What follows belongs to an exercise in optimizing a design on an open flow for a short achievable clock period and few clock cycles per item; a production flow would make more cautious choices. Function was checked by simulation only, so behaviour that the tests miss may differ from the original. No driver is modelled on the clock port, so clocking that relies on it looks cheaper here than on a real chip.

## wip/umber
// dnp3_rx
module dnp3_rx (
    input  wire        clk,
    input  wire        rst,
    input  wire        cmd_valid,
    output reg         cmd_ready,
    input  wire [8:0]  cmd_len,
    input  wire        in_valid,
    output reg         in_ready,
    input  wire [31:0] in_data,
    output reg         res_valid,
    output reg  [3:0]  res_err,
    output reg  [16:0] res_mask,
    output reg  [6:0]  res_sum,
    output reg  [4:0]  res_nblk,
    output reg  [7:0]  res_len,
    output reg  [7:0]  res_ctrl,
    output reg  [15:0] res_dst,
    output reg  [15:0] res_src
);
Size in the first run: about 130 I/O pins, ~0.028 mm² of cells after synthesis.
==> flow/config.mk <==
export PLATFORM = sky130hd
export DESIGN_NAME = dnp3_rx
export DESIGN_NICKNAME = dnp3_rx
export VERILOG_FILES = /design/flow/design.v
export SDC_FILE = /design/flow/constraint.sdc
export NUM_CORES = 4
export LEC_CHECK = 0
export ABC_CLOCK_PERIOD_IN_PS = 2000
export CAP_MARGIN = 20
export CORE_MARGIN = 2
export CORE_UTILIZATION = 70
export PLACE_DENSITY = 0.8
export SLEW_MARGIN = 20
export SYNTH_HIERARCHICAL = 1
==> flow/constraint.sdc <==
create_clock -name core_clock -period 8.0 [get_ports {clk}]
set_input_delay 1.6000 -clock core_clock [delete_from_list [all_inputs] [get_ports {clk}]]
set_output_delay 1.6000 -clock core_clock [all_outputs]
set_load 0.01 [all_outputs]
standard.sh (not shown) runs the stock make flow with config.mk's settings and CLKGATE_MAP_FILE= SYNTH_SCRIPT=/design/flow/synth_recipe.tcl, a recipe that flattens the netlist after the stock synthesis.
==> flow/flow/run.sh <==
#!/bin/bash
set -euo pipefail
export SETUP_SLACK_MARGIN=6.0
export POST_CTS_TCL="$PWD/flow/clock_top.tcl"
bash standard.sh > standard.log 2>&1
Other scripts of this flow, unchanged in this note and not shown: flow/flow/clock_top.tcl
Testbench counts of wip/umber, summed over its fixed seeds: cycles 12,403, frames 320.
For wip/onyx, these inputs were changed with respect to wip/umber:
diff --git a/flow/design.v b/flow/design.v
--- a/flow/design.v
+++ b/flow/design.v
@@ -144,35 +144,32 @@
     wire        last_n = first ? h_n2 : nr1;
     wire        r1_n   = first ? h_n3 : nr2;
     wire        r2_n   = first ? h_n4 : nr3;
     wire        r3_n   = first ? h_n5 : nr4;
     wire [14:0] cls_n  = beat_class(p_n, last_n, k_f, r1_n, r2_n, r3_n);
     wire        retire0 = nf && h_ne && h_z;      
     wire        pop     = (bv && first) || retire0;
     wire        push    = cmd_v1;
-    reg         v2, chk2, tok2, tile2, first2, sec2;
-    reg  [31:0] d2;
-    reg  [3:0]  emask2, nmask2, dn2;
-    reg  [1:0]  esel2;
-    reg  [4:0]  nblk2, blk2;
-    reg  [7:0]  ex2;
+    wire        v2     = bv;
+    wire        chk2   = bv && chk;
+    wire        tok2   = (bv && last) || retire0;
+    wire        tile2  = bv && tile_c;
+    wire        first2 = bv && first;
+    wire        sec2   = bv && nsec && !first;
+    wire [31:0] d2     = in_d1;
+    wire [3:0]  emask2 = emask;
+    wire [3:0]  nmask2 = nmask;
+    wire [3:0]  dn2    = dn;
+    wire [1:0]  esel2  = esel;
+    wire [4:0]  blk2   = blk;
+    wire [4:0]  nblk2  = blk + 5'd1;
+    wire [7:0]  ex2    = ex;
     always @(posedge clk) begin
         if (push) fq[fq_wp] <= c_ent;
-        d2     <= in_d1;
-        emask2 <= emask;
-        nmask2 <= nmask;
-        dn2    <= dn;
-        esel2  <= esel;
-        first2 <= bv && first;
-        sec2   <= bv && nsec && !first;
-        blk2  <= blk;
-        nblk2 <= blk + 5'd1;
-        ex2   <= ex;
-        tile2 <= bv && tile_c;
         if (bv) begin
             np    <= p_n;
             nrem  <= rem_n;
             nlast <= last_n;
             nr1   <= r1_n;
             nr2   <= r2_n;
             nr3   <= r3_n;
             nr4   <= first ? (h_r2 == 7'd4) : (nrem == 7'd5);
@@ -184,33 +181,27 @@
             nsec  <= first && !last;
         end
         if (rst) begin
             fq_wp  <= 1'b0;
             fq_rp  <= 1'b0;
             fq_cnt <= 2'd0;
             zpend  <= 1'b0;
             nf     <= 1'b1;
-            v2     <= 1'b0;
-            chk2   <= 1'b0;
-            tok2   <= 1'b0;
             cmd_ready <= 1'b1;
             in_ready  <= 1'b0;
         end else begin
             in_ready <= 1'b1;
             if (push) fq_wp <= !fq_wp;
             if (pop)  fq_rp <= !fq_rp;
             fq_cnt <= fq_cnt + {1'b0, push} - {1'b0, pop};
             zpend  <= (push && c_zero) || (zpend && !retire0);
             cmd_ready <= !cmd_x && !(push && c_zero) && !(zpend && !retire0) &&
                          ({1'b0, fq_cnt} + {2'd0, push} < 3'd2);
             if (bv) nf <= last;
-            v2   <= bv;
-            chk2 <= bv && chk;
-            tok2 <= (bv && last) || retire0;
         end
     end
     wire [15:0] lt_w [0:3][0:4];
     genvar gl, gd;
     generate
         for (gl = 0; gl < 4; gl = gl + 1) begin : g_lane
             for (gd = 0; gd < 5; gd = gd + 1) begin : g_dist
                 dnp3_rx_lane #(.LN(gl), .D(gd)) u_map (
==> comparison <==
- wip/onyx did not stop at any stage, and its layout met the timing, DRC and antenna checks.
- Status: insertion delay to the later sink of the worst-skew pair parity (wip/onyx, wip/umber)
- wip/umber and wip/onyx ended up with nearly the same final period utilization.
- Diff wip/umber -> wip/onyx: utilization after layout has increased; number of tapcells fell by 50; sequential share of layout area lost 2.7 points.
Testbench counts of wip/onyx, summed over its fixed seeds: cycles 12,395, frames 320.

## what the ideal ports hide
In the flow no input, the clock included, has a driving cell. The finished layouts below were timed again as built, in two steps. Step 1, drivers: a clkbuf_16 drives clk and a buf_2 each remaining input, both assumed. Step 2 also shifts input and output timing later by t, the mid clock arrival at the registers, as if the neighbouring blocks saw the same clock. Slacks: no drivers / after step 1 / after step 2; pairs: no drivers / after step 1.
| run | t (ns) | setup slack, ns | worst setup path at the end | latest minus earliest clock arrival (ns) | worst slew at a driven data input, ns |
|---|---|---|---|---|---|
| wip/umber | 0.445 | 5.548 / 5.493 / 5.376 | input to register | 0.036 / 0.036 | 0.05 |
| wip/onyx | 0.435 | 5.545 / 5.492 / 5.600 | input to register | 0.031 / 0.031 | 0.04 |
After both steps setup and hold are still met in every run listed. For wip/umber, which loses most, drivers alone change the setup slack by -0.055 ns; drivers and shift together by -0.172 ns.
